Background: an optimization exercise with open tools, aiming at a short achievable clock period and few clock cycles. Do not read the settings as production practice.
In this exercise RTL edits were held to simulation tests only and were not proved equivalent to the original.
Power and IR drop assume default switching activity.

==> design.v <==
module scs_core (
    input  wire        clk,
    input  wire        rst,           
    input  wire [31:0] textsize,
    input  wire [31:0] datasize,
    input  wire [31:0] dataend,
    output wire        imem_en,
    output wire [31:0] imem_addr,
    input  wire [31:0] imem_rdata,
    output reg         dmem_en,
    output reg         dmem_we,
    output reg  [31:0] dmem_addr,
    output reg  [31:0] dmem_wdata,
    input  wire [31:0] dmem_rdata,
    output wire        halted,
    output wire        faulted,
    output reg  [2:0]  fault_kind,
    output reg  [31:0] fault_addr,
    output reg         warn_valid,
    output reg  [1:0]  warn_kind,
    output reg  [31:0] warn_addr,
    input  wire [4:0]  dbg_sel,
    output reg  [31:0] dbg_data
);
    localparam OP_NOP    = 6'd1;
    localparam OP_LOAD   = 6'd2;
    localparam OP_STORE  = 6'd3;
    localparam OP_ADD    = 6'd4;
    localparam OP_SUB    = 6'd5;
    localparam OP_BRANCH = 6'd6;
    localparam OP_CALL   = 6'd7;
    localparam OP_RET    = 6'd8;
    localparam OP_PUSH   = 6'd9;
    localparam OP_POP    = 6'd10;
    localparam OP_HALT   = 6'd11;
    localparam CC_UNKNOWN  = 2'd0;
    localparam CC_ZERO     = 2'd1;
    localparam CC_POSITIVE = 2'd2;
    localparam CC_NEGATIVE = 2'd3;
    localparam F_NONE      = 3'd0;
    localparam F_ILLEGAL   = 3'd2;
    localparam F_CONDITION = 3'd3;
    localparam F_IMMEDIATE = 3'd4;
    localparam F_SEGTEXT   = 3'd5;
    localparam F_SEGDATA   = 3'd6;
    localparam F_SEGSTACK  = 3'd7;
    localparam W_HALT       = 2'd1;
    localparam W_PUSHSTATIC = 2'd2;
    function valid_data(input [31:0] v);
        valid_data = (v[31] == 1'b0) && (v < datasize);
    endfunction
    function [1:0] sign_of(input [31:0] v);
        if (v == 32'd0)
            sign_of = CC_ZERO;
        else if (v[31])
            sign_of = CC_NEGATIVE;
        else
            sign_of = CC_POSITIVE;
    endfunction
    reg [31:0] regs [0:15];
    reg [1:0]  cc;
    reg [31:0] pc_arch;
    reg        running;
    reg        halt_q;
    wire [31:0] sp     = regs[15];
    reg         sp_fv;
    reg  [31:0] sp_inc;
    reg  [31:0] sp_dec;
    reg         sp_pushok;     
    reg         sp_popok;      
    reg         sp_lowwarn;    
    reg        ras_v [0:3];
    reg [31:0] ras_a [0:3];        
    reg [31:0] ras_s [0:3];        
    reg [31:0] ras_d [0:3];
    reg [1:0]  ras_top;
    reg        d_valid;
    reg [31:0] d_pc;
    reg [31:0] pc_f;           
    reg        e_valid;
    reg [31:0] e_pc;
    reg [31:0] e_pcn;
    reg        e_vtext;
    reg        e_imm;
    reg [3:0]  e_r;
    reg [31:0] e_ea;
    reg        e_eaok;         
    reg [31:0] e_val;          
    reg        e_pred;         
    reg [31:0] e_ptgt;
    reg        e_nop, e_alu, e_store, e_branch, e_call, e_ret, e_push, e_pop, e_halt, e_ill;
    reg [1:0]  e_aluop;        
    reg        x_memalu;
    reg [1:0]  x_aluop;
    reg [3:0]  x_rd;
    reg [31:0] x_acc;
    reg        x_wr2;
    reg [31:0] x_waddr;
    reg        x_retmiss;
    reg        fwd_sel;        
    reg [31:0] fwd_d;
    reg        wb_v;           
    reg [31:0] wb_a;
    reg [31:0] wb_d;
    reg        wait_ret;       
    reg        redir_q;        
    reg [31:0] redir_tgt;
    wire e_immalu = e_alu && e_imm;
    wire e_memalu = e_alu && !e_imm;
    wire cond_bad = (e_r > 4'd6) || (e_r != 4'd0 && cc == CC_UNKNOWN);
    reg  jump_c;
    always @(*) begin
        case (e_r)
            4'd0: jump_c = 1'b1;
            4'd1: jump_c = (cc == CC_ZERO);
            4'd2: jump_c = (cc != CC_ZERO);
            4'd3: jump_c = (cc == CC_POSITIVE);
            4'd4: jump_c = (cc == CC_POSITIVE) || (cc == CC_ZERO);
            4'd5: jump_c = (cc == CC_NEGATIVE);
            4'd6: jump_c = (cc == CC_NEGATIVE) || (cc == CC_ZERO);
            default: jump_c = 1'b0;
        endcase
    end
    wire push_ok = sp_pushok;
    wire pop_ok  = sp_popok;
    wire ea_ok   = e_eaok;
    wire ras_hit = ras_v[ras_top] && (ras_s[ras_top] == sp);
    wire [31:0] ras_top_d = ras_d[ras_top];
    wire e_needcc = (e_branch || e_call) && (e_r != 4'd0);
    wire e_usesp  = e_call || e_ret || e_push || e_pop;
    wire e_port   = e_memalu || e_store || e_call || e_ret || e_push || e_pop;
    wire x_wr15   = x_memalu && (x_rd == 4'd15);
    wire e_preq;
    wire e_stall  = e_valid && ((e_needcc && x_memalu) ||
                                (e_usesp && (x_wr15 || !sp_fv)) ||
                                (e_preq && x_wr2 && wb_v));
    wire e_commit = e_valid && !e_stall;
    reg        f_fault;
    reg [2:0]  f_kind;
    always @(*) begin
        f_fault = 1'b0;
        f_kind  = F_NONE;
        if (!e_vtext) begin
            f_fault = 1'b1; f_kind = F_SEGTEXT;
        end else if (e_ill) begin
            f_fault = 1'b1; f_kind = F_ILLEGAL;
        end else if (e_alu) begin
            if (!e_imm && !ea_ok) begin f_fault = 1'b1; f_kind = F_SEGDATA; end
        end else if (e_store) begin
            if (e_imm)       begin f_fault = 1'b1; f_kind = F_IMMEDIATE; end
            else if (!ea_ok) begin f_fault = 1'b1; f_kind = F_SEGDATA; end
        end else if (e_branch) begin
            if (e_imm)         begin f_fault = 1'b1; f_kind = F_IMMEDIATE; end
            else if (cond_bad) begin f_fault = 1'b1; f_kind = F_CONDITION; end
        end else if (e_call) begin
            if (e_imm)                   begin f_fault = 1'b1; f_kind = F_IMMEDIATE; end
            else if (cond_bad)           begin f_fault = 1'b1; f_kind = F_CONDITION; end
            else if (jump_c && !push_ok) begin f_fault = 1'b1; f_kind = F_SEGSTACK; end
        end else if (e_ret) begin
            if (!pop_ok) begin f_fault = 1'b1; f_kind = F_SEGSTACK; end
        end else if (e_push) begin
            if (!push_ok)              begin f_fault = 1'b1; f_kind = F_SEGSTACK; end
            else if (!e_imm && !ea_ok) begin f_fault = 1'b1; f_kind = F_SEGDATA; end
        end else if (e_pop) begin
            if (e_imm)        begin f_fault = 1'b1; f_kind = F_IMMEDIATE; end
            else if (!pop_ok) begin f_fault = 1'b1; f_kind = F_SEGSTACK; end
            else if (!ea_ok)  begin f_fault = 1'b1; f_kind = F_SEGDATA; end
        end
    end
    wire e_ok      = e_commit && !f_fault;
    wire e_stop    = e_commit && (f_fault || e_halt);
    wire e_jump    = (e_branch || e_call) && jump_c;         
    wire e_call_t  = e_call && jump_c;
    wire e_retmiss = e_ok && e_ret && !ras_hit;
    reg        e_mis;
    reg [31:0] e_tgt;
    always @(*) begin
        e_mis = 1'b0;
        e_tgt = e_pcn;
        if (e_branch || e_call) begin
            e_mis = e_jump != e_pred;
            e_tgt = e_jump ? e_ea : e_pcn;
        end else if (e_ret) begin
            e_mis = !e_pred || (e_ptgt != ras_top_d);
            e_tgt = ras_top_d;
        end
    end
    wire e_redirect = e_ok && e_mis && !(e_ret && !ras_hit);
    wire e_fredir   = e_commit && e_mis;
    wire e_wmem = e_store || (e_call && e_jump) || (e_push && e_imm);
    wire [31:0] e_waddr = e_store ? e_ea : sp;
    wire [31:0] e_wdata = e_call ? e_pcn : e_val;
    wire e_rmem = e_memalu || (e_push && !e_imm) || e_pop || (e_ret && !ras_hit);
    wire [31:0] e_raddr = (e_pop || e_ret) ? sp_inc : e_ea;
    assign e_preq = e_valid && (e_rmem || e_wmem);
    wire e_spchg = e_call_t || e_ret || e_push || e_pop;
    wire e_wreg  = e_ok && (e_immalu || e_spchg);
    wire [3:0]  e_wreg_idx = e_immalu ? e_r : 4'd15;
    wire [31:0] e_wreg_val = e_immalu ? e_val :
                             (e_ret || e_pop) ? sp_inc : sp_dec;
    wire e_setcc = e_ok && e_immalu;
    wire [31:0] sp_nx = (e_ret || e_pop) ? sp_inc : sp_dec;    
    wire [31:0] md = fwd_sel ? fwd_d : dmem_rdata;
    reg  [31:0] x_res;
    always @(*) begin
        case (x_aluop)
            2'd1:    x_res = x_acc + md;
            2'd2:    x_res = x_acc - md;
            default: x_res = md;
        endcase
    end
    wire port_wb = wb_v && (!e_preq || x_wr2);
    wire port_e  = !port_wb && e_preq;
    always @(*) begin
        if (port_wb) begin
            dmem_en    = 1'b1;
            dmem_we    = 1'b1;
            dmem_addr  = wb_a;
            dmem_wdata = wb_d;
        end else begin
            dmem_en    = running && e_preq;
            dmem_we    = e_ok && e_wmem;
            dmem_addr  = e_wmem ? e_waddr : e_raddr;
            dmem_wdata = e_wdata;
        end
    end
    wire e_wport = port_e && e_ok && e_wmem;       
    wire fx_hit  = x_wr2 && (x_waddr == e_raddr);
    wire fb_hit  = wb_v && (wb_a == e_raddr);
    wire [31:0] iw      = imem_rdata;
    wire [5:0]  d_op    = iw[5:0];
    wire        d_imm   = iw[6];
    wire        d_idx   = iw[7];
    wire [3:0]  d_r     = iw[11:8];
    wire [3:0]  d_ri    = iw[15:12];
    wire [31:0] d_off   = {{16{iw[31]}}, iw[31:16]};
    wire [31:0] d_abs   = {12'd0, iw[31:12]};
    wire [31:0] d_immv  = {{12{iw[31]}}, iw[31:12]};
    wire d_load   = d_op == OP_LOAD;
    wire d_store  = d_op == OP_STORE;
    wire d_add    = d_op == OP_ADD;
    wire d_sub    = d_op == OP_SUB;
    wire d_branch = d_op == OP_BRANCH;
    wire d_call   = d_op == OP_CALL;
    wire d_ret    = d_op == OP_RET;
    wire d_push   = d_op == OP_PUSH;
    wire d_pop    = d_op == OP_POP;
    wire d_halt   = d_op == OP_HALT;
    wire d_nop    = d_op == OP_NOP;
    wire d_alu    = d_load || d_add || d_sub;
    wire d_ill    = !(d_nop || d_alu || d_store || d_branch || d_call ||
                      d_ret || d_push || d_pop || d_halt);
    reg [15:0] pend;
    always @(*) begin
        pend = 16'd0;
        if (e_valid && e_memalu) pend[e_r] = 1'b1;
        if (x_memalu)            pend[x_rd] = 1'b1;
        if (e_valid && e_spchg)  pend[15] = 1'b1;
    end
    wire d_rd_ri = d_idx;
    wire d_rd_r  = d_store || d_add || d_sub;
    wire d_haz   = (d_rd_ri && pend[d_ri]) || (d_rd_r && pend[d_r]);
    wire e_fwd = e_valid && e_immalu;
    wire [31:0] rf_ri = (e_fwd && e_r == d_ri) ? e_val : regs[d_ri];
    wire [31:0] rf_r  = (e_fwd && e_r == d_r)  ? e_val : regs[d_r];
    wire [31:0] d_ea = d_idx ? rf_ri + d_off : d_abs;
    wire        d_eaok = valid_data(d_ea);
    reg  [31:0] d_val;
    always @(*) begin
        if (d_imm && (d_load || d_push))
            d_val = d_immv;
        else if (d_imm && d_add)
            d_val = rf_r + d_immv;
        else if (d_imm && d_sub)
            d_val = rf_r - d_immv;
        else
            d_val = rf_r;
    end
    wire e_pop_now = e_valid && e_ret && ras_hit;
    wire [1:0]  ras_ptop = e_pop_now ? ras_top - 2'd1 : ras_top;
    wire        ras_pv   = ras_v[ras_ptop];
    wire [31:0] ras_pd   = ras_d[ras_ptop];
    wire d_pbc  = (d_branch || d_call) && !d_imm && !d_idx;
    wire d_pret = d_ret && ras_pv;
    wire d_pred = d_valid && (d_pbc || d_pret);
    wire [31:0] d_ptgt = d_pbc ? d_abs : ras_pd;
    wire flush_d = e_redirect || e_stop || e_retmiss;
    wire [31:0] f_base = redir_q ? redir_tgt : pc_f;
    assign imem_addr = e_fredir ? e_tgt : (d_pred ? d_ptgt : f_base);
    wire   hold_d    = d_valid && e_stall;
    assign imem_en   = running && !wait_ret && !hold_d;
    wire d_vtext = (d_pc[31] == 1'b0) && (d_pc < textsize);
    wire d_go    = d_valid && !flush_d && !d_haz && !e_stall;
    integer i;
    always @(posedge clk) begin
        if (rst) begin
            for (i = 0; i < 15; i = i + 1)
                regs[i] <= 32'd0;
            regs[15]   <= datasize - 32'd1;
            sp_fv      <= 1'b0;
            sp_inc     <= 32'd0;
            sp_dec     <= 32'd0;
            sp_pushok  <= 1'b0;
            sp_popok   <= 1'b0;
            sp_lowwarn <= 1'b0;
            cc         <= CC_UNKNOWN;
            pc_arch    <= 32'd0;
            running    <= 1'b1;
            halt_q     <= 1'b0;
            fault_kind <= F_NONE;
            fault_addr <= 32'd0;
            warn_valid <= 1'b0;
            warn_kind  <= 2'd0;
            warn_addr  <= 32'd0;
            for (i = 0; i < 4; i = i + 1) begin
                ras_v[i] <= 1'b0;
                ras_a[i] <= 32'd0;
                ras_s[i] <= 32'd0;
                ras_d[i] <= 32'd0;
            end
            ras_top    <= 2'd0;
            d_valid    <= 1'b0;
            d_pc       <= 32'd0;
            pc_f       <= 32'd0;
            e_valid    <= 1'b0;
            x_memalu   <= 1'b0;
            x_wr2      <= 1'b0;
            x_retmiss  <= 1'b0;
            fwd_sel    <= 1'b0;
            fwd_d      <= 32'd0;
            wb_v       <= 1'b0;
            wb_a       <= 32'd0;
            wb_d       <= 32'd0;
            wait_ret   <= 1'b0;
            redir_q    <= 1'b0;
            redir_tgt  <= 32'd0;
        end else begin
            warn_valid <= 1'b0;
            if (x_memalu)
                regs[x_rd] <= x_res;
            if (x_memalu && !e_setcc)
                cc <= sign_of(x_res);
            if (x_retmiss) begin
                redir_tgt <= md;
                redir_q   <= 1'b1;
                wait_ret  <= 1'b0;
                pc_arch   <= md;
            end else begin
                redir_q <= 1'b0;
            end
            if (x_memalu && x_rd == 4'd15) begin
                sp_fv <= 1'b0;
            end else if (e_wreg && e_wreg_idx == 4'd15) begin
                if (e_immalu) begin
                    sp_fv <= 1'b0;
                end else begin
                    sp_fv      <= 1'b1;
                    sp_inc     <= sp_nx + 32'd1;
                    sp_dec     <= sp_nx - 32'd1;
                    sp_pushok  <= (sp_nx != 32'd0) && valid_data(sp_nx);
                    sp_popok   <= valid_data(sp_nx + 32'd1);
                    sp_lowwarn <= (sp_nx - 32'd1) < dataend;
                end
            end else if (!sp_fv) begin
                sp_fv      <= 1'b1;
                sp_inc     <= sp + 32'd1;
                sp_dec     <= sp - 32'd1;
                sp_pushok  <= (sp != 32'd0) && valid_data(sp);
                sp_popok   <= valid_data(sp + 32'd1);
                sp_lowwarn <= (sp - 32'd1) < dataend;
            end
            if (x_wr2) begin
                wb_v <= !(e_wport && e_waddr == x_waddr);
                wb_a <= x_waddr;
                wb_d <= md;
            end else if (port_wb || (e_wport && e_waddr == wb_a)) begin
                wb_v <= 1'b0;
            end
            fwd_sel <= fx_hit || fb_hit;
            fwd_d   <= fx_hit ? md : wb_d;
            if (e_wreg)
                regs[e_wreg_idx] <= e_wreg_val;
            if (e_setcc)
                cc <= sign_of(e_val);
            x_memalu  <= e_ok && e_memalu;
            x_aluop   <= e_aluop;
            x_rd      <= e_r;
            x_acc     <= e_val;
            x_wr2     <= e_ok && ((e_push && !e_imm) || e_pop);
            x_waddr   <= e_push ? sp : e_ea;
            x_retmiss <= e_retmiss;
            if (e_retmiss)
                wait_ret <= 1'b1;
            if (e_commit) begin
                if (f_fault) begin
                    fault_kind <= f_kind;
                    fault_addr <= e_pc;
                    pc_arch    <= (f_kind == F_SEGTEXT) ? e_pc : e_pcn;
                    running    <= 1'b0;
                end else begin
                    if (!(e_ret && !ras_hit))
                        pc_arch <= ((e_branch || e_call) && e_jump) ? e_ea :
                                   e_ret ? ras_top_d : e_pcn;
                    if (e_halt) begin
                        halt_q     <= 1'b1;
                        running    <= 1'b0;
                        warn_valid <= 1'b1;
                        warn_kind  <= W_HALT;
                        warn_addr  <= e_pc;
                    end
                    if (e_push && sp_lowwarn) begin
                        warn_valid <= 1'b1;
                        warn_kind  <= W_PUSHSTATIC;
                        warn_addr  <= e_pc;
                    end
                end
            end
            if (e_ok) begin
                for (i = 0; i < 4; i = i + 1)
                    if ((e_store && ras_a[i] == e_ea) ||
                        (e_pop && ras_a[i] == e_ea) ||
                        ((e_push || e_call_t) && ras_a[i] == sp))
                        ras_v[i] <= 1'b0;
                if (e_call_t) begin
                    ras_v[ras_top + 2'd1] <= 1'b1;
                    ras_a[ras_top + 2'd1] <= sp;
                    ras_s[ras_top + 2'd1] <= sp_dec;
                    ras_d[ras_top + 2'd1] <= e_pcn;
                    ras_top <= ras_top + 2'd1;
                end else if (e_ret && ras_hit) begin
                    ras_v[ras_top] <= 1'b0;
                    ras_top <= ras_top - 2'd1;
                end
            end
            if (e_stop) begin
                e_valid <= 1'b0;
            end else if (!e_stall) begin
                e_valid <= d_go;
                e_pc    <= d_pc;
                e_pcn   <= d_pc + 32'd1;
                e_vtext <= d_vtext;
                e_imm   <= d_imm;
                e_r     <= d_r;
                e_ea    <= d_ea;
                e_eaok  <= d_eaok;
                e_val   <= d_val;
                e_pred  <= d_pred;
                e_ptgt  <= d_ptgt;
                e_nop   <= d_nop;
                e_alu   <= d_alu;
                e_store <= d_store;
                e_branch <= d_branch;
                e_call  <= d_call;
                e_ret   <= d_ret;
                e_push  <= d_push;
                e_pop   <= d_pop;
                e_halt  <= d_halt;
                e_ill   <= d_ill;
                e_aluop <= d_add ? 2'd1 : d_sub ? 2'd2 : 2'd0;
            end
            if (e_stop || !running) begin
                d_valid <= 1'b0;
            end else if (e_retmiss || wait_ret) begin
                d_valid <= 1'b0;
            end else if (hold_d) begin
            end else if (d_valid && d_haz && !flush_d) begin
                d_valid <= 1'b0;
                pc_f    <= d_pc;
            end else begin
                d_valid <= 1'b1;
                d_pc    <= imem_addr;
                pc_f    <= imem_addr + 32'd1;
            end
        end
    end
    wire drained = !wb_v && !x_wr2;
    assign halted  = halt_q && drained;
    assign faulted = (fault_kind != F_NONE) && drained;
    always @(*) begin
        if (dbg_sel < 5'd16)
            dbg_data = regs[dbg_sel[3:0]];
        else if (dbg_sel == 5'd16)
            dbg_data = pc_arch;
        else if (dbg_sel == 5'd17)
            dbg_data = {30'd0, cc};
        else
            dbg_data = 32'd0;
    end
endmodule
==> run.sh <==
#!/bin/bash
# synth_recipe.tcl (not shown) runs the flow's synth.tcl, then flattens the netlist and writes it again
# the make line also repeats each setting of config.mk as NAME=value (left out here)
make -C /OpenROAD-flow-scripts/flow DESIGN_CONFIG=/design/flow/config.mk WORK_HOME=/design/flow/orfs CLKGATE_MAP_FILE= SYNTH_SCRIPT=/design/flow/synth_recipe.tcl finish
==> config.mk <==
export PLATFORM = sky130hd
export DESIGN_NAME = scs_core
export DESIGN_NICKNAME = scs_core
export VERILOG_FILES = /design/flow/design.v
export SDC_FILE = /design/flow/constraint.sdc
export NUM_CORES = 4
export LEC_CHECK = 0
export ABC_CLOCK_PERIOD_IN_PS = 5000
export CAP_MARGIN = 20
export CORE_MARGIN = 2
export CORE_UTILIZATION = 40
export PLACE_DENSITY = 0.6
export SETUP_SLACK_MARGIN = 5
export SLEW_MARGIN = 20
==> constraint.sdc <==
create_clock -name core_clock -period 12.0 [get_ports {clk}]
set_input_delay 2.4000 -clock core_clock [delete_from_list [all_inputs] [get_ports {clk}]]
set_output_delay 2.4000 -clock core_clock [all_outputs]
set_load 0.01 [all_outputs]
==> run summary, run 1 <==
Synth Net Count 10619; Longest Clk Path Bufs 3; Synth Area in Compound Gates 0.138; Register Area between 40000 and 50000 µm²; Critical Path AT around 5.2 ns; Max Clock Freq ~0.13 GHz; ANT nets after route 0; initial antenna violation count 55; core area approximately 260000 µm²; Fin. Hold Viols 0; largest net degree at the start of global routing 125; via count just under 100k; H-Tree Depth 4; Post-Synth XOR/XNOR Area 0.0619; Slew HR 0.192; Post-Layout Cell Count ~14000; Power Dens Cells around 130 nW/µm²; CP dominant cell by count buf_12; Placed Area about 110000 µm²; Crit path largest cell delay roughly 0.51 ns; starting density of the core 0.402; multiplexer share of the synthesized area 0.166; Die X 512 µm; synth warn 1; placed cell count roughly 13000; Slew Limit Fails 0; overall power approximately 17 mW; final net count 11192; dpl ws 2.01 ns; number of enable flip-flop cells after synthesis ~1100; Synth Register Bits between 1500 and 2000; outcome finished clean; row cnt 186; M1 wire length 199000 µm; CTS tree built; Worst-Margin Slew 1.21 ns; vias per cell ~7.0; largest family of logic cells by synthesized area multiplexers; Final Cycle Share 0.629; Worst setup EP type primary output; CP max stage cell mux4_2; ys async rst share 0; number of library cell types mapped by synthesis 100; grt total ovfl 0; top post-synthesis cells by area edfxtp_1 33%, mux4_2 12%, dfxtp_1 7.3%; top cell type's share of synthesized area 0.334; Mean Syn Cell Area around 10 µm²; layout cells sized above 1 0.231; vias in the first global route between 90000 and 100k; top layer in use met5; critical path peak fanout 6; RSZ-0062 raised after global routing true; DP HPWL 382000 µm; GR Util All Layers 0.420; minimum clock period around 7.5 ns; first-pass GRT wire length between 700000 and 800000 µm; VDD IR max 0.166 mV; Clock Sink Count 1527; fraction of the mapped netlist area in adder cells 0.0481; Die Y roughly 500 µm; DR iter-0 viols 18394; mapped cell area roughly 100000 µm²; DRC viols 0; Top Ports 370; I/O Buffers around 370; Setup violations, final 0; Max Cap Viol 0; min-delay worst type register to register; Clk Latency, worst-skew pair 0.89 ns; final WL between 500000 and 600000 µm; Post-Synth Simple-Gate Area 0.132; CP top delay family buffers and inverters; WL met3 93500 µm; setup TNS 0 ns; most common cell after layout, fill and taps aside edfxtp_1; WS Path Type register to primary output; Setup Skew approximately 0.085 ns; Primary FF master, synth edfxtp_1; worst-path cell chain buf_12 -> buf_16 -> buf_4 -> mux4_2 -> xnor2_1 -> and4_2 -> and4_4 -> buf_12 -> nand2_8 -> buf_12 -> buf_8 -> buf_6 -> o311a_1 -> a31oi_2 -> a311oi_2 -> buf_4 -> o21ai_4 -> inv_2 -> buf_6; register clock-pin slew on the reported worst setup and hold paths 0.06 ns; WL met2 228000 µm; post-synth top area cell edfxtp_1; routability cong. 1.05; full die area about 260000 µm²; fill count between 20000 and 25000; WL/cell 40.4 µm; CP bufs+invs 10; critical path startpoint category register; Final Instance Area between 100000 and 150000 µm²; 1st-pass router iterations 9; post-layout worst setup margin 4.45 ns; most frequent cells in the layout 1149 x edfxtp_1, 862 x nor2_1, 848 x nand2_1, 648 x buf_4, 544 x mux4_2; area delta synth->final 22.0%; total CTS buffers 176; Worst EP required 9.60 ns; Seq/Total Area, Yosys 0.407; root buf cell clkbuf_16; synthesized instance count 10057; Leakage around 48 nW; multi-input logic area between 50000 and 60000 µm²
[power by group]
part	total [mW]	internal [mW]	switching, mW	leakage [nW]
Combinational	4.76	1.65	3.11	30.5
Clock	5.62	3.12	2.49	2.81
Sequential	6.35	5.97	0.376	14.8
[state kept, by name (all words and copies together) (netlist names), 128 cells and up, named ones only]
name	cells
ras_a	128
ras_d	128
ras_s	128
regs	512
[routing by layer]
layer / up-vias / global-route usage
met1: 48898 / 0.521
met4: 20 / 0.304
met2: 9021 / 0.577
met5: - / 0.00292
li1: 39032 / -
met3: 2157 / 0.182
[logic make-up after synthesis]
| logic type | Yosys count |
|---|---|
| and+or+nand+nor | 2908 |
| AOI/OAI and AO/OA | 2238 |
| DFF | 1527 |
| buffers and inverters | 1247 |
| muxes | 1012 |
| xor gates and xnor gates | 730 |
| adders and majority gates | 395 |
[tightest hold or removal path, cell delays in order (launching register included)]
cell and delay (ns):
dfxtp_1 0.31, nand2_1 0.05, a21oi_1 0.05
[layout make-up]
cell class | count | share of cell area
timing repair buffer | 1220 | 0.0983
antenna | 42 | 0.000834
sequential | 1527 | 0.334
timing repair inverter | 1 | 0.0000497
tap | 3384 | 0.0336
clock inverter | 87 | 0.00729
inverter | 408 | 0.0127
clock buffer | 237 | 0.0387
multi-input combinational | 7296 | 0.474
[worst paths after layout]
check	startpoint	to	slack (ns)	cells past startpoint
max	register	imem_addr[12]	4.45	19
min	fault_addr[30]	fault_addr[30]	0.45	2
max reg2reg	e_pop	sp_popok	4.74	22
min reg2reg	fault_addr[30]	fault_addr[30]	0.45	2
[Yosys cell counts, drive strengths merged, types with 29 or more instances]
cell and number:
nand2b 55, o31ai 44, xor2 345, a21oi 562, mux2i 297, nor2b 58, nor3 151, o221ai 29
dfxtp 378, a31oi 83, nand3b 44, a211oi 127, or3 61, mux2 169, clkbuf 664, inv 405
nand4 162, xnor2 385, ha 391, nor4 135, o21ai 395, buf 175, o21a 51, a21o 87
nor2 901, edfxtp 1149, o22ai 483, and3 151, o211a 35, nand2 879, and2 87, mux4 546
nand3 162, o211ai 94
[repair_timing]
item / CTS / global route
buffers inserted: 291 / 120
hold buffers: 0 / 0
pin swaps: 156 / 150
gates resized for setup: 1032 / 334
cloned: 55 / 12
endpoints found under the setup margin: 1566 / 262
[stage by stage]
step / hold slack, ns / utilization
3_5_place_dp: 0.445 / 0.434
6_report: 0.455 / 0.490
3_3_place_gp: 0.444 / 0.434
4_1_cts: 0.455 / 0.482
5_1_grt: 0.474 / 0.490
2_1_floorplan: 0.400 / -
Testbench counts, summed over its fixed seeds: cycles 66,754.
==> run 2: changes to the inputs <==
--- a/design.v
+++ b/design.v
@@ -76,7 +76,7 @@
     reg [1:0]  ras_top;
     reg        d_valid;
     reg [31:0] d_pc;
-    reg [31:0] pc_f;           
+    reg [31:0] pc_q;           
     reg        e_valid;
     reg [31:0] e_pc;
     reg [31:0] e_pcn;
@@ -84,7 +84,6 @@
     reg        e_imm;
     reg [3:0]  e_r;
     reg [31:0] e_ea;
-    reg        e_eaok;         
     reg [31:0] e_val;          
     reg        e_pred;         
     reg [31:0] e_ptgt;
@@ -93,15 +92,14 @@
     reg        x_memalu;
     reg [1:0]  x_aluop;
     reg [3:0]  x_rd;
-    reg [31:0] x_acc;
     reg        x_wr2;
     reg [31:0] x_waddr;
     reg        x_retmiss;
     reg        fwd_sel;        
     reg [31:0] fwd_d;
-    reg        wb_v;           
-    reg [31:0] wb_a;
-    reg [31:0] wb_d;
+    reg        wbv [0:3];
+    reg [31:0] wba [0:3];
+    reg [31:0] wbd [0:3];
     reg        wait_ret;       
     reg        redir_q;        
     reg [31:0] redir_tgt;
@@ -123,17 +121,21 @@
     end
     wire push_ok = sp_pushok;
     wire pop_ok  = sp_popok;
-    wire ea_ok   = e_eaok;
+    wire ea_ok   = valid_data(e_ea);
     wire ras_hit = ras_v[ras_top] && (ras_s[ras_top] == sp);
     wire [31:0] ras_top_d = ras_d[ras_top];
     wire e_needcc = (e_branch || e_call) && (e_r != 4'd0);
     wire e_usesp  = e_call || e_ret || e_push || e_pop;
     wire e_port   = e_memalu || e_store || e_call || e_ret || e_push || e_pop;
     wire x_wr15   = x_memalu && (x_rd == 4'd15);
-    wire e_preq;
+    wire [2:0] wb_cnt = {2'd0, wbv[0]} + {2'd0, wbv[1]} + {2'd0, wbv[2]} + {2'd0, wbv[3]};
+    wire e_two    = (e_push && !e_imm) || e_pop;
+    wire e_wany   = e_store || e_call || (e_push && e_imm);
+    wire e_wbfull = (e_wany && (wb_cnt - {2'd0, wbv[0]} + {2'd0, x_wr2} > 3'd3)) ||
+                    (e_two && (wb_cnt + {2'd0, x_wr2} > 3'd3));
     wire e_stall  = e_valid && ((e_needcc && x_memalu) ||
                                 (e_usesp && (x_wr15 || !sp_fv)) ||
-                                (e_preq && x_wr2 && wb_v));
+                                e_wbfull);
     wire e_commit = e_valid && !e_stall;
     reg        f_fault;
     reg [2:0]  f_kind;
@@ -181,7 +183,7 @@
             e_mis = e_jump != e_pred;
             e_tgt = e_jump ? e_ea : e_pcn;
         end else if (e_ret) begin
-            e_mis = !e_pred || (e_ptgt != ras_top_d);
+            e_mis = !e_pred;
             e_tgt = ras_top_d;
         end
     end
@@ -189,10 +191,10 @@
     wire e_fredir   = e_commit && e_mis;
     wire e_wmem = e_store || (e_call && e_jump) || (e_push && e_imm);
     wire [31:0] e_waddr = e_store ? e_ea : sp;
-    wire [31:0] e_wdata = e_call ? e_pcn : e_val;
+    wire [31:0] e_sdata = (x_memalu && x_rd == e_r) ? x_res : regs[e_r];
+    wire [31:0] e_wdata = e_call ? e_pcn : e_store ? e_sdata : e_val;
     wire e_rmem = e_memalu || (e_push && !e_imm) || e_pop || (e_ret && !ras_hit);
     wire [31:0] e_raddr = (e_pop || e_ret) ? sp_inc : e_ea;
-    assign e_preq = e_valid && (e_rmem || e_wmem);
     wire e_spchg = e_call_t || e_ret || e_push || e_pop;
     wire e_wreg  = e_ok && (e_immalu || e_spchg);
     wire [3:0]  e_wreg_idx = e_immalu ? e_r : 4'd15;
@@ -201,6 +203,7 @@
     wire e_setcc = e_ok && e_immalu;
     wire [31:0] sp_nx = (e_ret || e_pop) ? sp_inc : sp_dec;    
     wire [31:0] md = fwd_sel ? fwd_d : dmem_rdata;
+    wire [31:0] x_acc = regs[x_rd];      
     reg  [31:0] x_res;
     always @(*) begin
         case (x_aluop)
@@ -209,24 +212,65 @@
             default: x_res = md;
         endcase
     end
-    wire port_wb = wb_v && (!e_preq || x_wr2);
-    wire port_e  = !port_wb && e_preq;
+    wire       e_rsp  = e_pop || e_ret;
+    wire       fx_hit = x_wr2 && (e_rsp ? (x_waddr == sp_inc) : (x_waddr == e_ea));
+    wire [3:0] fb_hit;
+    genvar g;
+    generate
+        for (g = 0; g < 4; g = g + 1) begin : g_fwd
+            assign fb_hit[g] = wbv[g] && (e_rsp ? (wba[g] == sp_inc) : (wba[g] == e_ea));
+        end
+    endgenerate
+    wire        e_hit   = fx_hit || (fb_hit != 4'd0);
+    wire [31:0] e_hitd  = fx_hit    ? md :
+                          fb_hit[3] ? wbd[3] :
+                          fb_hit[2] ? wbd[2] :
+                          fb_hit[1] ? wbd[1] : wbd[0];
+    wire port_e  = e_valid && e_rmem && !e_hit && !e_stall;
+    wire port_wb = wbv[0] && !port_e;
     always @(*) begin
-        if (port_wb) begin
-            dmem_en    = 1'b1;
-            dmem_we    = 1'b1;
-            dmem_addr  = wb_a;
-            dmem_wdata = wb_d;
-        end else begin
-            dmem_en    = running && e_preq;
-            dmem_we    = e_ok && e_wmem;
-            dmem_addr  = e_wmem ? e_waddr : e_raddr;
-            dmem_wdata = e_wdata;
+        dmem_en    = port_e || port_wb;
+        dmem_we    = port_wb;
+        dmem_addr  = port_wb ? wba[0] : e_raddr;
+        dmem_wdata = wbd[0];
+    end
+    wire e_enq = e_ok && e_wmem;
+    reg        nwv [0:3];
+    reg [31:0] nwa [0:3];
+    reg [31:0] nwd [0:3];
+    integer k;
+    reg [2:0] nfill;
+    always @(*) begin
+        for (k = 0; k < 4; k = k + 1) begin
+            if (port_wb) begin
+                nwv[k] = (k < 3) ? wbv[k + 1] : 1'b0;
+                nwa[k] = (k < 3) ? wba[k + 1] : 32'd0;
+                nwd[k] = (k < 3) ? wbd[k + 1] : 32'd0;
+            end else begin
+                nwv[k] = wbv[k];
+                nwa[k] = wba[k];
+                nwd[k] = wbd[k];
+            end
+        end
+        nfill = wb_cnt - {2'd0, port_wb};
+        if (x_wr2) begin
+            for (k = 0; k < 4; k = k + 1)
+                if (nfill == k) begin
+                    nwv[k] = 1'b1;
+                    nwa[k] = x_waddr;
+                    nwd[k] = md;
+                end
+            nfill = nfill + 3'd1;
+        end
+        if (e_enq) begin
+            for (k = 0; k < 4; k = k + 1)
+                if (nfill == k) begin
+                    nwv[k] = 1'b1;
+                    nwa[k] = e_waddr;
+                    nwd[k] = e_wdata;
+                end
         end
     end
-    wire e_wport = port_e && e_ok && e_wmem;       
-    wire fx_hit  = x_wr2 && (x_waddr == e_raddr);
-    wire fb_hit  = wb_v && (wb_a == e_raddr);
     wire [31:0] iw      = imem_rdata;
     wire [5:0]  d_op    = iw[5:0];
     wire        d_imm   = iw[6];
@@ -255,16 +299,17 @@
         pend = 16'd0;
         if (e_valid && e_memalu) pend[e_r] = 1'b1;
         if (x_memalu)            pend[x_rd] = 1'b1;
-        if (e_valid && e_spchg)  pend[15] = 1'b1;
     end
     wire d_rd_ri = d_idx;
-    wire d_rd_r  = d_store || d_add || d_sub;
+    wire d_rd_r  = d_imm && (d_add || d_sub);
     wire d_haz   = (d_rd_ri && pend[d_ri]) || (d_rd_r && pend[d_r]);
-    wire e_fwd = e_valid && e_immalu;
-    wire [31:0] rf_ri = (e_fwd && e_r == d_ri) ? e_val : regs[d_ri];
-    wire [31:0] rf_r  = (e_fwd && e_r == d_r)  ? e_val : regs[d_r];
+    wire e_fwd   = e_valid && e_immalu;
+    wire e_fwdsp = e_valid && (e_push || e_pop || e_ret || e_call_t);
+    wire [31:0] rf_ri = (e_fwd && e_r == d_ri) ? e_val :
+                        (e_fwdsp && d_ri == 4'd15) ? sp_nx : regs[d_ri];
+    wire [31:0] rf_r  = (e_fwd && e_r == d_r) ? e_val :
+                        (e_fwdsp && d_r == 4'd15) ? sp_nx : regs[d_r];
     wire [31:0] d_ea = d_idx ? rf_ri + d_off : d_abs;
-    wire        d_eaok = valid_data(d_ea);
     reg  [31:0] d_val;
     always @(*) begin
         if (d_imm && (d_load || d_push))
@@ -281,11 +326,12 @@
     wire        ras_pv   = ras_v[ras_ptop];
     wire [31:0] ras_pd   = ras_d[ras_ptop];
     wire d_pbc  = (d_branch || d_call) && !d_imm && !d_idx;
-    wire d_pret = d_ret && ras_pv;
+    wire d_pret = d_ret && ras_pv && !(e_valid && e_call);
     wire d_pred = d_valid && (d_pbc || d_pret);
     wire [31:0] d_ptgt = d_pbc ? d_abs : ras_pd;
     wire flush_d = e_redirect || e_stop || e_retmiss;
-    wire [31:0] f_base = redir_q ? redir_tgt : pc_f;
+    wire [31:0] d_pcn  = d_pc + 32'd1;
+    wire [31:0] f_base = redir_q ? redir_tgt : d_valid ? d_pcn : pc_q;
     assign imem_addr = e_fredir ? e_tgt : (d_pred ? d_ptgt : f_base);
     wire   hold_d    = d_valid && e_stall;
     assign imem_en   = running && !wait_ret && !hold_d;
@@ -321,16 +367,18 @@
             ras_top    <= 2'd0;
             d_valid    <= 1'b0;
             d_pc       <= 32'd0;
-            pc_f       <= 32'd0;
+            pc_q       <= 32'd0;
             e_valid    <= 1'b0;
             x_memalu   <= 1'b0;
             x_wr2      <= 1'b0;
             x_retmiss  <= 1'b0;
             fwd_sel    <= 1'b0;
             fwd_d      <= 32'd0;
-            wb_v       <= 1'b0;
-            wb_a       <= 32'd0;
-            wb_d       <= 32'd0;
+            for (i = 0; i < 4; i = i + 1) begin
+                wbv[i] <= 1'b0;
+                wba[i] <= 32'd0;
+                wbd[i] <= 32'd0;
+            end
             wait_ret   <= 1'b0;
             redir_q    <= 1'b0;
             redir_tgt  <= 32'd0;
@@ -369,15 +417,13 @@
                 sp_popok   <= valid_data(sp + 32'd1);
                 sp_lowwarn <= (sp - 32'd1) < dataend;
             end
-            if (x_wr2) begin
-                wb_v <= !(e_wport && e_waddr == x_waddr);
-                wb_a <= x_waddr;
-                wb_d <= md;
-            end else if (port_wb || (e_wport && e_waddr == wb_a)) begin
-                wb_v <= 1'b0;
+            for (i = 0; i < 4; i = i + 1) begin
+                wbv[i] <= nwv[i];
+                wba[i] <= nwa[i];
+                wbd[i] <= nwd[i];
             end
-            fwd_sel <= fx_hit || fb_hit;
-            fwd_d   <= fx_hit ? md : wb_d;
+            fwd_sel <= e_hit;
+            fwd_d   <= e_hitd;
             if (e_wreg)
                 regs[e_wreg_idx] <= e_wreg_val;
             if (e_setcc)
@@ -385,7 +431,6 @@
             x_memalu  <= e_ok && e_memalu;
             x_aluop   <= e_aluop;
             x_rd      <= e_r;
-            x_acc     <= e_val;
             x_wr2     <= e_ok && ((e_push && !e_imm) || e_pop);
             x_waddr   <= e_push ? sp : e_ea;
             x_retmiss <= e_retmiss;
@@ -437,12 +482,11 @@
             end else if (!e_stall) begin
                 e_valid <= d_go;
                 e_pc    <= d_pc;
-                e_pcn   <= d_pc + 32'd1;
+                e_pcn   <= d_pcn;
                 e_vtext <= d_vtext;
                 e_imm   <= d_imm;
                 e_r     <= d_r;
                 e_ea    <= d_ea;
-                e_eaok  <= d_eaok;
                 e_val   <= d_val;
                 e_pred  <= d_pred;
                 e_ptgt  <= d_ptgt;
@@ -465,15 +509,14 @@
             end else if (hold_d) begin
             end else if (d_valid && d_haz && !flush_d) begin
                 d_valid <= 1'b0;
-                pc_f    <= d_pc;
+                pc_q    <= d_pc;
             end else begin
                 d_valid <= 1'b1;
                 d_pc    <= imem_addr;
-                pc_f    <= imem_addr + 32'd1;
             end
         end
     end
-    wire drained = !wb_v && !x_wr2;
+    wire drained = !wbv[0] && !x_wr2;
     assign halted  = halt_q && drained;
     assign faulted = (fault_kind != F_NONE) && drained;
     always @(*) begin
==> flow/run.sh (new file) <==
#!/bin/bash
set -euo pipefail
bash standard.sh synth > synth.log 2>&1
bash standard.sh finish \
    "BUFFER_PORTS_ARGS=-buffer_cell sky130_fd_sc_hd__buf_6" \
    MATCH_CELL_FOOTPRINT=0 \
    SETUP_SLACK_MARGIN=6 > layout.log 2>&1
==> standard.sh (new file) <==
#!/bin/bash
# synth_recipe.tcl (not shown) runs the flow's synth.tcl, then flattens the netlist and writes it again
# the make line also repeats each setting of config.mk as NAME=value (left out here)
make -C /OpenROAD-flow-scripts/flow DESIGN_CONFIG=/design/flow/config.mk WORK_HOME=/design/flow/orfs CLKGATE_MAP_FILE= SYNTH_SCRIPT=/design/flow/synth_recipe.tcl "${@:-finish}"
--- a/config.mk
+++ b/config.mk
@@ -5,7 +5,7 @@
 export SDC_FILE = /design/flow/constraint.sdc
 export NUM_CORES = 4
 export LEC_CHECK = 0
-export ABC_CLOCK_PERIOD_IN_PS = 5000
+export ABC_CLOCK_PERIOD_IN_PS = 2500
 export CAP_MARGIN = 20
 export CORE_MARGIN = 2
 export CORE_UTILIZATION = 40
removed: run.sh
==> run 2 against run 1 <==
Net effect:
- power is 22% higher
- clock skew up 0.017 ns
- fmax rose by 1.7%
- combinational power is 49% higher
- final cell count is 28% higher
==> run summary, run 2 <==
outcome finished clean; FF-to-FF path depth 22 (unchanged); core area 314000 µm² (+22%); DP HPWL 474000 µm (+24%); minimum clock period 7.42 ns (-0.123 ns); most common cell after layout, fill and taps aside nor2_1; global routing usage on met2 0.587 (+0.0102); setup TNS 0 ns (unchanged); H-Tree Depth 4 (unchanged); switching power 7.69 mW (+29%); Primary FF master, synth edfxtp_1; overall power 20.4 mW (+22%); number of enable flip-flop cells after synthesis 1084 (-5.7%); top post-synthesis cells by area edfxtp_1 26%, mux4_2 14%, dfxtp_1 9.2%; critical path peak fanout 6 (unchanged); I/O Buffers 369 (unchanged); sw frac 0.377 (+0.0191); Die X 565 µm (+10%); layout cells sized above 1 0.289 (+0.0580); Top Ports 370 (unchanged); RSZ-0062 raised after global routing true; Clock power frac 0.318 (-0.018); synth warn 7 (+6); min-delay worst type register to register; Setup Skew 0.102 ns (+0.0168 ns); Largest register FFs 512 (unchanged); 1st-pass router iterations 17 (+8); Worst R2R Start fwd_sel; Int Pwr 12.7 mW (+18%); area delta synth->final 26.8%; mapped cell area 126000 µm² (+22%); DR iter-0 viols 26556 (+44%); most frequent cell after synthesis nor2_1; ys async rst share 0 (unchanged); Clk Latency, worst-skew pair 0.99 ns (+0.10 ns); Worst-Margin Slew 1.44 ns (+0.230 ns); sequential share of power 0.334 (-0.046); Post-Layout Cell Count 18229 (+28%); Slew Limit Fails 0 (unchanged); root buf cell clkbuf_16; Largest Register regs; Final Cycle Share 0.619 (-0.0102); GRT met1 Usage 0.528 (+0.00750); Die Y 565 µm (+10%); Max Cap Viol 0 (unchanged); top post-synthesis cells by count 1228 x nor2_1, 1225 x o21ai_0, 1084 x edfxtp_1; final WL 750000 µm (+31%); Synth Register Bits 1665 (+9.0%); Seq/Total Area, Yosys 0.350 (-0.0568); Critical Path AT 5.02 ns (-0.13 ns); DRC viols 0 (unchanged); Clock Sink Count 1665 (+9.0%); synthesized instance count 13227 (+32%); final net count 14426 (+29%); most frequent cells in the layout 1159 x nor2_1, 1084 x edfxtp_1, 935 x o21ai_0, 877 x nand2_1, 758 x mux4_2; Worst setup EP type primary output; critical path startpoint category register; total CTS buffers 204 (+16%); VDD IR max 0.136 mV (-18%); post-synth top area cell edfxtp_1; full die area 320000 µm² (+22%); Worst EP required 9.60 ns (about the same); Longest Clk Path Bufs 4 (+1); ANT nets after route 0 (unchanged); reg2reg setup slack 5.14 ns (+0.40 ns); Slew HR 0.0381 (-0.153); Setup violations, final 0 (unchanged); combinational fraction of design power 0.348 (+0.064); Fin. Hold Viols 0 (unchanged); starting density of the core 0.401 (-0.000863); Synth Net Count 13801 (+30%); number of library cell types mapped by synthesis 117 (+17%); GR Util All Layers 0.443 (+0.0238); vias in the first global route 116920 (+28%); via count 132170 (+33%); CTS tree built; row cnt 206 (+11%); Power Dens Cells 128 nW/µm² (-3.7%); top cell type's share of synthesized area 0.258 (-0.0758); worst hold endpoint sp_inc[15]; first-pass GRT wire length 983000 µm (+29%); Max Clock Freq 0.135 GHz (+1.7%); WL/cell 41.2 µm (+1.8%); WS Path Type register to primary output; initial antenna violation count 67 (+22%); capturing point of the worst reg2reg path cc[1]; grt peak-use layer met2; GR Layer Usage met3 0.229 (+0.0472); routability cong. 1.06 (+0.83%); grt total ovfl 0 (unchanged); register clock-pin slew on the reported worst setup and hold paths 0.06 ns (about the same); Leakage 59.7 nW (+24%); min-delay src sp_inc[15]; final core occ 0.509 (+0.0181); vias per cell 7.25 (+3.9%); placed cell count 16978 (+27%); largest net degree at the start of global routing 102 (-18%); hold path cells 2 (unchanged); Mean Syn Cell Area 9.53 µm² (-7.2%)
-- run 2: cell types whose count changed in the layout (fill, tap and decap cells not counted), moves of 194 or more --
cell | before | now
mux4_2 | 544 | 758
nor2_1 | 862 | 1159
clkdlybuf4s50_1 | 212 | 0
nand3_1 | 141 | 475
o22ai_1 | 478 | 115
dfxtp_1 | 371 | 565
o21ai_0 | 276 | 935
buf_6 | 110 | 569
-- run 2: worst max-delay path by stage --
| stage | startpoint | end | slack, ns |
|---|---|---|---|
| 2_1_floorplan | datasize[1] | ras_a[3][0] | 0.18 |
| 3_3_place_gp | imem_rdata[14] | e_ea[31] | 2.61 |
| 3_5_place_dp | imem_rdata[14] | e_ea[31] | 2.58 |
| 4_1_cts | register | imem_addr[0] | 4.81 |
| 5_1_grt | register | imem_addr[2] | 4.63 |
| 6_report | register | imem_addr[0] | 4.58 |
-- run 2: worst max-delay path, stage by stage (launching register included) --
cell	delay, ns
dfxtp_4	0.38
buf_12	0.16
buf_4	0.13
mux4_2	0.54
xnor2_2	0.28
nand4_1	0.13
nor3_1	0.30
nand4_1	0.16
buf_6	0.17
nor3_4	0.25
buf_12	0.19
mux2i_1	0.22
o21ai_1	0.12
a211oi_2	0.23
nor2_1	0.08
a211o_1	0.32
and2_4	0.22
buf_6	0.12
-- run 2: cells by family (layout without fill, tap and decap cells) --
family	after synthesis	count (layout)	share of synthesized area
AND/OR/NAND/NOR	3917	3939	0.146
AO/OA/AOI/OAI	3597	3602	0.181
flip-flops	1665	1665	0.350
buffers and inverters	1617	2383	0.0519
multiplexers	1285	1285	0.178
XOR/XNOR	739	739	0.0515
adder cells (fa/ha/maj)	407	407	0.0407
other	0	49	0
-- run 2: through the flow --
| stage | hold WS [ns] | instance area, µm² | setup slack, ns |
|---|---|---|---|
| 6_report | 0.456 | 160000 | 4.58 |
| 5_1_grt | 0.481 | 160000 | 4.63 |
| 4_1_cts | 0.448 | 153000 | 4.81 |
| 3_5_place_dp | 0.439 | 135000 | 2.58 |
| 3_3_place_gp | 0.433 | 135000 | 2.61 |
| 2_1_floorplan | 0.400 | 126000 | 0.176 |
-- run 2: routing by layer --
layer,wire length [µm],share of wire,vias up
li1,-,-,51642
met1,251000,0.33,64127
met2,284000,0.38,12846
met3,132000,0.18,3487
met4,79200,0.11,68
met5,3330,0.0044,-
-- run 2: final cells by class --
| cell class | instances | area, µm² |
|---|---|---|
| Tap cell | 4160 | 5200 |
| Fill cell | 28362 | 154000 |
| Sequential cell | 1665 | 44200 |
| Clock buffer | 275 | 5620 |
| Multi-Input combinational cell | 9972 | 83300 |
| Inverter | 381 | 1530 |
| Timing Repair Buffer | 1628 | 18700 |
| Antenna cell | 49 | 123 |
| Clock inverter | 99 | 1070 |
-- run 2: power by group through the flow --
stage | clock [mW] | combinational (mW) | sequential, mW
global placement | 0 | 5.08 | 6.89
global route | 6.65 | 7.10 | 6.80
finish | 6.49 | 7.11 | 6.81
CTS | 6.43 | 5.91 | 6.77
floorplan | 0 | 2.93 | 6.65
detailed placement | 0 | 5.07 | 6.90
-- run 2: timing repair --
action	in CTS	in global routing
endpoints found under the setup margin	2160	1427
pin swaps	283	349
gates cloned	108	32
hold buffers	0	0
gates resized for setup	1357	937
buffers inserted	435	253
Testbench counts of run 2, summed over its fixed seeds: cycles 61,951.
==> run 3: changes to the inputs <==
==> run.sh (new file) <==
#!/bin/bash
# synth_recipe.tcl (not shown) runs the flow's synth.tcl, then flattens the netlist and writes it again
# the make line also repeats each setting of config.mk as NAME=value (left out here)
make -C /OpenROAD-flow-scripts/flow DESIGN_CONFIG=/design/flow/config.mk WORK_HOME=/design/flow/orfs CLKGATE_MAP_FILE= SYNTH_SCRIPT=/design/flow/synth_recipe.tcl finish
removed: flow/run.sh
removed: standard.sh
==> run 3 against run 2 <==
Net effect:
- largest cell class unchanged
- synthesized cell count did not move
- routed wire length fell by 5.9%
- sequential cell count did not move
- non-clock buffer count fell by 353
- critical path type unchanged
- sequential power barely moved
==> run summary, run 3 <==
WL/cell 39.5 µm (-4.0%); Slew Limit Fails 0 (unchanged); area delta synth->final 19.6%; DRC viols 0 (unchanged); DR iter-0 viols 25099 (-5.5%); cts hold-fix bufs 0 (unchanged); largest net degree at the start of global routing 143 (+40%); CP max stage cell edfxtp_1; Critical Path AT 4.95 ns (-0.07 ns); Clock Sink Count 1665 (unchanged); Power Dens Cells 126 nW/µm² (-1.2%); layout cells sized above 1 0.211 (-0.0783); top post-synthesis cells by count 1228 x nor2_1, 1225 x o21ai_0, 1084 x edfxtp_1; Top Ports 370 (unchanged); FF-to-FF path depth 31 (+41%); reg2reg setup slack 4.95 ns (-0.19 ns); Setup Skew 0.104 ns (+0.00207 ns); setup TNS 0 ns (unchanged); H-Tree Depth 4 (unchanged); outcome finished clean; Max Clock Freq 0.136 GHz (+0.97%); starting density of the core 0.401 (unchanged); most frequent cells in the layout 1183 x nor2_1, 1145 x o21ai_0, 1084 x edfxtp_1, 913 x nand2_1, 758 x mux4_2; min-delay src e_aluop[0]; worst hold endpoint x_aluop[0]; top post-synthesis cells by area edfxtp_1 26%, mux4_2 14%, dfxtp_1 9.2%; Crit path largest cell delay 0.57 ns (+0.03 ns); Synth Register Bits 1665 (unchanged); vias per cell 7.17 (-1.2%); Mean Syn Cell Area 9.53 µm² (unchanged); critical path startpoint category register; Leakage 55.8 nW (-6.5%); root buf cell clkbuf_16; initial antenna violation count 91 (+36%); Worst EP required 9.60 ns (about the same); most frequent cell after synthesis nor2_1; ANT nets after route 0 (unchanged); WS Path Type register to primary output; most common cell after layout, fill and taps aside nor2_1; minimum clock period 7.35 ns (-0.0714 ns); mapped cell area 126000 µm² (unchanged); min-delay worst type register to register; ys async rst share 0 (unchanged); Die Y 565 µm (unchanged); row cnt 206 (unchanged); post-synth top area cell edfxtp_1; Worst R2R Start wbv[0]; Largest Register regs; VDD IR max 0.115 mV (-15%); Primary FF master, synth edfxtp_1; vias in the first global route 114487 (-2.1%); I/O Buffers 369 (unchanged); switching power 7.06 mW (-8.2%); Longest Clk Path Bufs 4 (unchanged); Worst-Margin Slew 1.28 ns (-0.165 ns); Clk Latency, worst-skew pair 1.00 ns (about the same); Int Pwr 12.0 mW (-5.9%); synth warn 7 (unchanged); Worst setup EP type primary output; final WL 706000 µm (-5.9%); number of enable flip-flop cells after synthesis 1084 (unchanged); via count 128060 (-3.1%); routability cong. 1.06 (-0.24%); Clock power frac 0.336 (+0.018); synthesized instance count 13227 (unchanged); CP dominant cell by count buf_6; 1st-pass router iterations 14 (-3); combinational fraction of design power 0.308 (-0.040); Final Cycle Share 0.613 (-0.00595); RSZ-0062 raised after global routing true; Fin. Hold Viols 0 (unchanged); Seq/Total Area, Yosys 0.350 (unchanged); final net count 14060 (-2.5%); CTS tree built; post-layout worst setup margin 4.65 ns (+0.0714 ns); top cell type's share of synthesized area 0.258 (unchanged); Synth Net Count 13801 (unchanged); Setup violations, final 0 (unchanged); DP HPWL 461000 µm (-2.7%); Largest register FFs 512 (unchanged); core area 314000 µm² (unchanged); Die X 565 µm (unchanged); Slew HR 0.139 (+0.101); first-pass GRT wire length 944000 µm (-4.1%); capturing point of the worst reg2reg path wbd[0][29]; grt total ovfl 0 (unchanged); total CTS buffers 199 (-2.5%); critical path peak fanout 16 (+10); dpl ws 2.47 ns (-0.111 ns); register clock-pin slew on the reported worst setup and hold paths 0.07 ns (about the same); Max Cap Viol 0 (unchanged); number of library cell types mapped by synthesis 117 (unchanged); full die area 320000 µm² (unchanged); fill count 29275 (+3.2%); sw frac 0.371 (-0.00576); hold path cells 0 (-2); GR Util All Layers 0.422 (-0.0214); worst-path cell chain buf_4 -> inv_1 -> a2bb2oi_2 -> o2111ai_1 -> nor3_1 -> nand4_1 -> buf_6 -> nor2_4 -> buf_12 -> mux2_4 -> buf_6 -> and2_4 -> buf_4 -> a221o_2 -> buf_6; sequential share of power 0.356 (+0.022)
-- run 3: worst max path at each step --
stage | startpoint | to | slack (ns) | cells after the start
after floorplan | datasize[1] | ras_a[3][0] | 0.19 | 10
after global placement | imem_rdata[5] | imem_addr[15] | 2.44 | 13
after detailed placement | imem_rdata[5] | imem_addr[15] | 2.47 | 13
after CTS | e_pop | dmem_addr[12] | 4.68 | 18
after global routing | register | imem_addr[0] | 4.65 | 19
final | regs[15][22] | imem_addr[24] | 4.65 | 15
-- run 3: cells by family (layout without fill, tap and decap cells) --
family	after synthesis	after routing	share of synthesized area
and+or+nand+nor	3917	3930	0.146
AOI/OAI and AO/OA	3597	3601	0.181
DFF	1665	1665	0.350
buffers and inverters	1617	2017	0.0519
muxes	1285	1287	0.178
xor gates and xnor gates	739	739	0.0515
adders and majority gates	407	407	0.0407
other	0	62	0
-- run 3: through the flow --
| stage | total power [mW] | hold WS (ns) | cell area (µm²) | utilization | cells |
|---|---|---|---|---|---|
| after detailed placement | 11.9 | 0.437 | 134000 | 0.428 | 17004 |
| after CTS | 18.4 | 0.423 | 148000 | 0.471 | 17672 |
| after floorplan | 9.59 | 0.400 | 127000 | - | 13227 |
| after global placement | 11.9 | 0.432 | 134000 | 0.428 | 17004 |
| final | 19.0 | 0.416 | 151000 | 0.480 | 17868 |
| after global routing | 19.2 | 0.443 | 151000 | 0.479 | 17821 |
-- run 3: per-layer routing --
layer  up-vias  part of all wire  global-route usage  wire length (µm)
met5         -            0.0032              0.0292              2280
met4        92              0.10               0.346             74100
met3      3178              0.18               0.209            124000
met2     12222              0.38               0.555            267000
met1     61683              0.34               0.509            238000
li1      50885                 -                   -                 -
-- run 3: cell type report --
class	instances	area (µm²)	area share
Antenna cell	62	155	0.00103
Clock buffer	261	5490	0.0364
Clock inverter	100	1010	0.00673
Inverter	381	1510	0.0100
Multi-Input combinational cell	9964	79200	0.526
Sequential cell	1665	44200	0.293
Tap cell	4160	5200	0.0345
Timing Repair Buffer	1275	13900	0.0920
-- run 3: critical path: cells and delay by family, from the launching register on --
family	cells	cell delay, ns
buf+inv	7	1.52
compound gates	3	0.84
simple gates	4	0.63
flops	1	0.57
mux	1	0.37
-- run 3: repair_timing --
item | in CTS | in global routing
gates cloned | 69 | 19
setup buffers | 238 | 113
setup endpoints to repair | 2122 | 1335
pin swaps | 156 | 132
resized for setup | 1060 | 314
-- run 3: power by group through the flow --
| stage | Combinational [mW] | Sequential, mW | Clock (mW) |
|---|---|---|---|
| 2_1_floorplan | 2.95 | 6.64 | 0 |
| 3_3_place_gp | 5.01 | 6.86 | 0 |
| 3_5_place_dp | 5.00 | 6.86 | 0 |
| 4_1_cts | 5.31 | 6.74 | 6.32 |
| 5_1_grt | 5.90 | 6.78 | 6.53 |
| 6_report | 5.86 | 6.78 | 6.39 |

## what the ideal ports hide
The flow's constraints put no driver on any port. The routed layouts listed below were extracted and timed again, unchanged, in two steps. Step 1 (the two cells are an assumption about what drives the block):
set clk [get_ports {clk}]
set_driving_cell -lib_cell sky130_fd_sc_hd__clkbuf_16 $clk
set_driving_cell -lib_cell sky130_fd_sc_hd__buf_2 [delete_from_list [all_inputs] $clk]
Step 2 moves the port delays by t, midway between the first and last clock arrival at a register: inputs arrive t later, outputs are due t later. That takes back most of the time a late clock gives input paths. a / b / c = ideal ports / drivers / drivers and shift; a / b = the first two.
run | t, ns | setup WS [ns] | worst hold slack (ns)
run 1 | 0.953 | 4.455 / 4.228 / 3.275 | 0.455 / 0.455 / 0.455
run 2 | 1.051 | 4.577 / 4.460 / 3.923 | 0.456 / 0.456 / 0.456
run 3 | 1.066 | 4.649 / 4.529 / 3.804 | 0.416 / 0.416 / 0.416
After both steps every run listed still meets setup and hold. The setup slack of run 1, which loses most, moves by -0.227 ns with the drivers and by -1.180 ns with both steps.
